This design comes from an exercise in tuning for small area, a short achievable clock period and few clock cycles per item on the open sky130 flow, not from production work.
In this exercise RTL edits were held to simulation tests only and were not proved equivalent to the original.

==> design.v <==
module isg_extract (
    input  wire        clk,
    input  wire        rst,         
    input  wire        cfg_we,
    input  wire [5:0]  cfg_addr,
    input  wire [5:0]  cfg_pos,
    input  wire [6:0]  npos,        
    input  wire [31:0] qstep,       
    input  wire        variant,     
    input  wire        in_valid,
    input  wire [7:0]  in_data,
    output wire        in_ready,
    output reg         done,
    output reg  [63:0] bits_out
);
    localparam [2:0] S_LOAD = 3'd0,
                     S_ROW  = 3'd1,
                     S_COL  = 3'd2,
                     S_DIV  = 3'd3,
                     S_BIT  = 3'd4,
                     S_DONE = 3'd5,
                     S_PREP = 3'd6;
    localparam integer NW = 34;
    reg [2:0]  state;
    reg [5:0]  pos_tab [0:63];
    reg [7:0]  smp     [0:63];
    reg signed [26:0] y_mem [0:63];
    reg [5:0]  ld_cnt;
    reg [8:0]  idx;           
    reg [2:0]  cidx;          
    reg [6:0]  p;             
    reg signed [47:0] acc;
    reg [63:0] bits;
    reg [5:0]     dcnt;
    reg           neg_r;
    reg [32:0]    d_r;
    reg [NW-1:0]  quo;
    reg [NW-1:0]  rem;
    reg signed [16:0] tq;
    reg [2:0] t_u, t_x;
    always @* begin
        case ({t_u, t_x})
            6'o00, 6'o01, 6'o02, 6'o03, 6'o04, 6'o05, 6'o06, 6'o07: tq = 17'sd23170;
            6'o10: tq =  17'sd32138; 6'o11: tq =  17'sd27246; 6'o12: tq =  17'sd18205; 6'o13: tq =  17'sd6393;
            6'o14: tq = -17'sd6393; 6'o15: tq = -17'sd18205; 6'o16: tq = -17'sd27246; 6'o17: tq = -17'sd32138;
            6'o20: tq =  17'sd30274; 6'o21: tq =  17'sd12540; 6'o22: tq = -17'sd12540; 6'o23: tq = -17'sd30274;
            6'o24: tq = -17'sd30274; 6'o25: tq = -17'sd12540; 6'o26: tq =  17'sd12540; 6'o27: tq =  17'sd30274;
            6'o30: tq =  17'sd27246; 6'o31: tq = -17'sd6393; 6'o32: tq = -17'sd32138; 6'o33: tq = -17'sd18205;
            6'o34: tq =  17'sd18205; 6'o35: tq =  17'sd32138; 6'o36: tq =  17'sd6393; 6'o37: tq = -17'sd27246;
            6'o40: tq =  17'sd23170; 6'o41: tq = -17'sd23170; 6'o42: tq = -17'sd23170; 6'o43: tq =  17'sd23170;
            6'o44: tq =  17'sd23170; 6'o45: tq = -17'sd23170; 6'o46: tq = -17'sd23170; 6'o47: tq =  17'sd23170;
            6'o50: tq =  17'sd18205; 6'o51: tq = -17'sd32138; 6'o52: tq =  17'sd6393; 6'o53: tq =  17'sd27246;
            6'o54: tq = -17'sd27246; 6'o55: tq = -17'sd6393; 6'o56: tq =  17'sd32138; 6'o57: tq = -17'sd18205;
            6'o60: tq =  17'sd12540; 6'o61: tq = -17'sd30274; 6'o62: tq =  17'sd30274; 6'o63: tq = -17'sd12540;
            6'o64: tq = -17'sd12540; 6'o65: tq =  17'sd30274; 6'o66: tq = -17'sd30274; 6'o67: tq =  17'sd12540;
            6'o70: tq =  17'sd6393; 6'o71: tq = -17'sd18205; 6'o72: tq =  17'sd27246; 6'o73: tq = -17'sd32138;
            6'o74: tq =  17'sd32138; 6'o75: tq = -17'sd27246; 6'o76: tq =  17'sd18205; 6'o77: tq = -17'sd6393;
            default: tq = 17'sd0;
        endcase
    end
    wire [5:0] cur_pos = pos_tab[p[5:0]];
    wire [2:0] pu = cur_pos[5:3];
    wire [2:0] pv = cur_pos[2:0];
    wire [2:0] r_u = idx[8:6];
    wire [2:0] r_y = idx[5:3];
    wire [2:0] r_x = idx[2:0];
    reg signed [26:0] mul_a;
    always @* begin
        if (state == S_ROW) begin
            t_u   = r_u;
            t_x   = r_x;
            mul_a = $signed({19'd0, smp[{r_x, r_y}]});
        end else begin
            t_u   = pv;
            t_x   = cidx;
            mul_a = y_mem[{pu, cidx}];
        end
    end
    wire signed [43:0] prod = mul_a * tq;
    wire signed [47:0] acc_next = acc + {{4{prod[43]}}, prod};
    wire signed [47:0] coef  = (acc + 48'sd32768) >>> 16;
    wire [31:0]        q_eff = variant ? 32'h0001_0000 : qstep;
    wire signed [35:0] num   = (coef[35:0] <<< 1) + $signed({4'd0, q_eff});
    wire [35:0]        num_mag = num[35] ? -num : num;
    wire [NW:0]  rem_sh = {rem, quo[NW-1]};
    wire [NW:0]  trial  = rem_sh - {2'b00, d_r};
    wire         fits   = ~trial[NW];
    wire k_lsb = quo[0] ^ (neg_r & (rem != {NW{1'b0}}));
    assign in_ready = (state == S_LOAD);
    always @(posedge clk) begin
        if (cfg_we)
            pos_tab[cfg_addr] <= cfg_pos;
    end
    always @(posedge clk) begin
        if (rst) begin
            state  <= S_LOAD;
            ld_cnt <= 6'd0;
            done   <= 1'b0;
        end else begin
            done <= 1'b0;
            case (state)
                S_LOAD: begin
                    if (in_valid) begin
                        smp[ld_cnt] <= in_data;
                        ld_cnt      <= ld_cnt + 6'd1;
                        if (ld_cnt == 6'd63) begin
                            idx   <= 9'd0;
                            acc   <= 48'sd0;
                            state <= S_ROW;
                        end
                    end
                end
                S_ROW: begin
                    if (r_x == 3'd7) begin
                        y_mem[{r_u, r_y}] <= acc_next[26:0];
                        acc <= 48'sd0;
                    end else begin
                        acc <= acc_next;
                    end
                    idx <= idx + 9'd1;
                    if (idx == 9'd511) begin
                        p     <= 7'd0;
                        cidx  <= 3'd0;
                        bits  <= 64'd0;
                        state <= S_COL;
                    end
                end
                S_COL: begin
                    cidx <= cidx + 3'd1;
                    acc  <= acc_next;
                    if (cidx == 3'd7)
                        state <= S_PREP;
                end
                S_PREP: begin
                    acc   <= 48'sd0;
                    neg_r <= num[35];
                    d_r   <= {q_eff, 1'b0};
                    quo   <= num_mag[NW-1:0];
                    rem   <= {NW{1'b0}};
                    dcnt  <= NW[5:0];
                    state <= S_DIV;
                end
                S_DIV: begin
                    if (fits)
                        rem <= trial[NW-1:0];
                    else
                        rem <= rem_sh[NW-1:0];
                    quo  <= {quo[NW-2:0], fits};
                    dcnt <= dcnt - 6'd1;
                    if (dcnt == 6'd1)
                        state <= S_BIT;
                end
                S_BIT: begin
                    bits[p[5:0]] <= k_lsb;
                    p <= p + 7'd1;
                    if (p + 7'd1 >= npos)
                        state <= S_DONE;
                    else
                        state <= S_COL;
                end
                S_DONE: begin
                    bits_out <= bits;
                    done     <= 1'b1;
                    state    <= S_LOAD;
                end
                default: state <= S_LOAD;
            endcase
        end
    end
endmodule
==> run.sh <==
#!/bin/bash
# synth_recipe.tcl (not shown) runs the flow's synth.tcl, then flattens the netlist and writes it again
# the make line also repeats each setting of config.mk as NAME=value (left out here)
make -C /OpenROAD-flow-scripts/flow DESIGN_CONFIG=/design/flow/config.mk WORK_HOME=/design/flow/orfs CLKGATE_MAP_FILE= SYNTH_SCRIPT=/design/flow/synth_recipe.tcl finish
==> config.mk <==
export PLATFORM = sky130hd
export DESIGN_NAME = isg_extract
export DESIGN_NICKNAME = isg_extract
export VERILOG_FILES = /design/flow/design.v
export SDC_FILE = /design/flow/constraint.sdc
export NUM_CORES = 4
export LEC_CHECK = 0
export CAP_MARGIN = 20
export CORE_MARGIN = 2
export CORE_UTILIZATION = 40
export PLACE_DENSITY = 0.6
export SLEW_MARGIN = 20
==> constraint.sdc <==
create_clock -name core_clock -period 13.0 [get_ports {clk}]
set_input_delay 2.6000 -clock core_clock [delete_from_list [all_inputs] [get_ports {clk}]]
set_output_delay 2.6000 -clock core_clock [all_outputs]
set_load 0.01 [all_outputs]
==> summary.txt <==
* Status: complete, no violations
* Final setup viols at 0
* Synth cell types at slightly below 100
* Ys async rst share at 0
* # DRC at 0
* IO Pins at 130
* Required @ worst endpoint at 13630 ps
* Clk_skew at between 100 and 150 ps
* DR iter-0 viols at about 8000
* Core Area at ~350000 µm²
* Hold_buf cts at 0
* Die Y at roughly 600 µm
* Xor and xnor area share after synthesis at 0.0145
* Htree depth at 5
* Layout Cells excl Fill at ~13000
* Grt total ovfl at 0
* First-pass GRT wire length at ~520000 µm
* First-pass detailed-route iteration total at 6
* Post-synthesis simple-gate area fraction at 0.0569
* Multi-input gate area at 47700 µm²
* Worst skew pair latency at about 940 ps
* Num CTS Buffers at 320
* Initial Utilization at 0.401
* Hold/Removal Path Class: reg2reg
* Number of synthesized flops with an enable pin at 2926
* Top cell type by total area after synthesis: edfxtp_1
* Critical Path Max Stage Delay at approximately 760 ps
* Final net count at approximately 9300
* Avg WL per Cell at between 20 and 30 µm
* Layout cell share with drive strength beyond 1 at 0.208
* CP max stage cell: mux4_2
* Dpl cells at around 13000
* Final ANT Viol Nets at 0
* Synth Area in Compound Gates at 0.0374
* FMAX at roughly 80 MHz
* TritonCTS clock tree: built
* Die Span X at approximately 600 µm
* Worst setup SP type: register
* Post-synth top area share at 0.633
* Final hold viol count at 0
* Syn avg cell area at around 17 µm²
* Most used DFF post-synth: edfxtp_1
* Cells after synthesis at between 8000 and 9000
* Die area at about 350000 µm²
* Min cycle time layout at around 13000 ps
* PnR worst setup slack at around 440 ps
* Via count at about 75000
* Slew @ Worst Pin at between 1000 and 1500 ps
* Vias in the first global route at 76849
* Critical Path Sink Type: register
* Post-detail-place hpwl at between 200000 and 250000 µm
* Worst Path Arrival at around 13000 ps
* Num rows at ~220
* Pre-CTS WS at about 190 ps
* Placed cell areas at between 100000 and 150000 µm²
* Leading post-synthesis cells by cell area: edfxtp_1 63%, mux4_2 14%, fa_1 6.5%
* Sequential area share after synthesis at 0.636
* Main combinational cell family by area after synthesis: multiplexers
* Clk pin slew, worst setup/hold paths at 60 ps
* WL final at ~360000 µm
* Fin util at 0.458
* Max_slew headroom at 0.256
* Yosys warning count at 1
* CTS Buffer Depth at 4
* Period utilization at 0.966
* Max-cap violation count at 0
* Root Driver: clkbuf_16
* Adder-Cell Fraction of Synth Area at 0.0872
* Seq cells post-synth at 2948
* Final Cell Area at between 150000 and 200000 µm²
* Gr usage total at 0.200
* Port bufs at 129
* Post-synthesis mux area share at 0.140
* Layout area overhead at 14.0%
* Cell mode on critical path: fa_1
* Gpl congestion at between 0.8 and 0.9
* Syn Std Cell Area at 139000 µm²
* Crit Path Class: reg2reg
* Slew Viols, Final at 0
* Vias per std cell at 5.61
* Maximum fanout along the worst path at 24
* Register Area at just under 90000 µm²
* FILL cells at approximately 29000
* CTS Sinks at around 3000
* Syn_nets at roughly 9000
* Initial antenna violation count at 10
* Largest net degree at the start of global routing at 112
-- repair_timing --
| action | CTS | global route |
|---|---|---|
| endpoints found under the setup margin | 0 | 11 |
| resized for setup | 0 | 24 |
| setup buffers | 0 | 6 |
-- path summary, 6_finish.rpt --
check / start / to / slack, ps / depth (start not counted)
max: register / acc[42]$_DFFE_PP_ / 440 / 42
min: bits[26]$_SDFFCE_PP0P_ / bits_out[26]$_DFFE_PP_ / 450 / 0
max reg2reg: register / acc[42]$_DFFE_PP_ / 440 / 42
min reg2reg: bits[26]$_SDFFCE_PP0P_ / bits_out[26]$_DFFE_PP_ / 450 / 0
-- state kept, by name (all words and copies together), names as in the netlist, 3 cells and up, named ones only --
| name | cells |
|---|---|
| bits_out | 64 |
| bits | 64 |
| acc | 48 |
| p | 7 |
| state | 3 |
| idx | 9 |
| ld_cnt | 6 |
| dcnt | 6 |
| rem | 34 |
| pos_tab | 384 |
| smp | 512 |
| d_r | 32 |
| cidx | 3 |
| y_mem | 1728 |
| quo | 34 |
-- cell usage after synthesis, types with 10 or more instances --
cell,instances
edfxtp_1,2926
mux4_2,834
inv_1,571
nor2_1,483
fa_1,450
nand2_1,443
ha_1,248
clkbuf_1,231
a21oi_1,213
o21ai_0,171
and2_1,167
nor2b_1,166
xnor2_1,145
a21o_1,88
nor3_1,86
xor2_1,82
nand3_1,71
nand2b_1,56
buf_2,55
mux2i_1,44
and3_1,36
buf_1,32
a31oi_1,30
buf_4,28
a211oi_1,26
a22oi_1,26
nand4_1,26
o21a_1,26
buf_6,25
dfxtp_1,22
o21bai_1,20
a21oi_2,19
o211ai_1,19
o31ai_1,18
a22oi_2,14
nor4_1,14
nand3b_1,13
nor3b_1,13
o22ai_1,13
or3_1,12
a21boi_0,10
a221oi_1,10
or2_2,10
-- kinds of logic after synthesis --
family | after synthesis
buffers and inverters | 946
DFF | 2948
xor gates and xnor gates | 228
AOI/OAI and AO/OA | 789
and+or+nand+nor | 1642
adders and majority gates | 698
muxes | 891
-- per-layer routing --
metal	vias to the layer above	track usage	share of wire
met5	-	0	0
met4	0	0.0597	0.031
met3	502	0.0259	0.064
met2	2668	0.325	0.48
met1	39883	0.282	0.43
li1	31962	-	-
-- worst max-delay path, delay by kind of cell, from the launching register on --
kind	cells	cell delay (ps)
AOI/OAI and AO/OA	14	3560
adders and majority gates	8	3170
and+or+nand+nor	9	2130
muxes	3	1870
buffers and inverters	7	870
DFF	1	460
xor gates and xnor gates	1	140
-- cell type report --
type,count,share of cell area
repair buffers,438,0.0260
diodes,4,0.0000632
multi-input cells,4250,0.301
flip-flops and latches,2948,0.558
inverters,573,0.0136
well taps,4578,0.0362
clock buffers,388,0.0528
clock inverters,189,0.0123
-- stage by stage --
stage | hold WS, ps | setup TNS [ps]
floorplan | 420 | 0
global placement | 430 | 0
detailed placement | 435 | 0
CTS | 451 | 0
global route | 457 | -76.7
finish | 452 | 0
-- cell usage in the layout, fill, tap and decap left out, types with 72 or more instances in the layout --
master,instances
a21o_1,88
a21oi_1,207
and2_1,166
buf_4,272
clkbuf_16,325
clkdlybuf4s50_1,115
edfxtp_1,2926
fa_1,450
ha_1,246
inv_1,569
mux4_2,833
nand2_1,442
nor2_1,413
nor2_4,72
nor2b_1,163
nor3_1,82
o21ai_0,170
xnor2_1,134
Testbench counts, summed over its fixed seeds: cycles 295,528, items 320.

## port drivers added, routing unchanged
Ports are ideal in the flow. The routed layout listed here was re-timed in OpenROAD.
Step 1: set_driving_cell puts a clkbuf_16 on clk and a buf_2 on each other input, an assumption about the parent block.
Step 2 also shifts input and output timing later by t, the mid clock arrival at the registers, as if the neighbouring blocks saw the same clock.
Slacks: ideal ports / drivers / drivers and shift; pairs: ideal ports / drivers.
t, ns: 0.983
setup slack, ns: 0.443 / 0.443 / 0.443
worst hold slack (ns): 0.452 / 0.452 / 0.452
worst setup path after step 2: register to register
After both steps setup and hold are still met in this run. For this run, drivers alone change the setup slack by 0.000 ns; drivers and shift together by 0.000 ns.
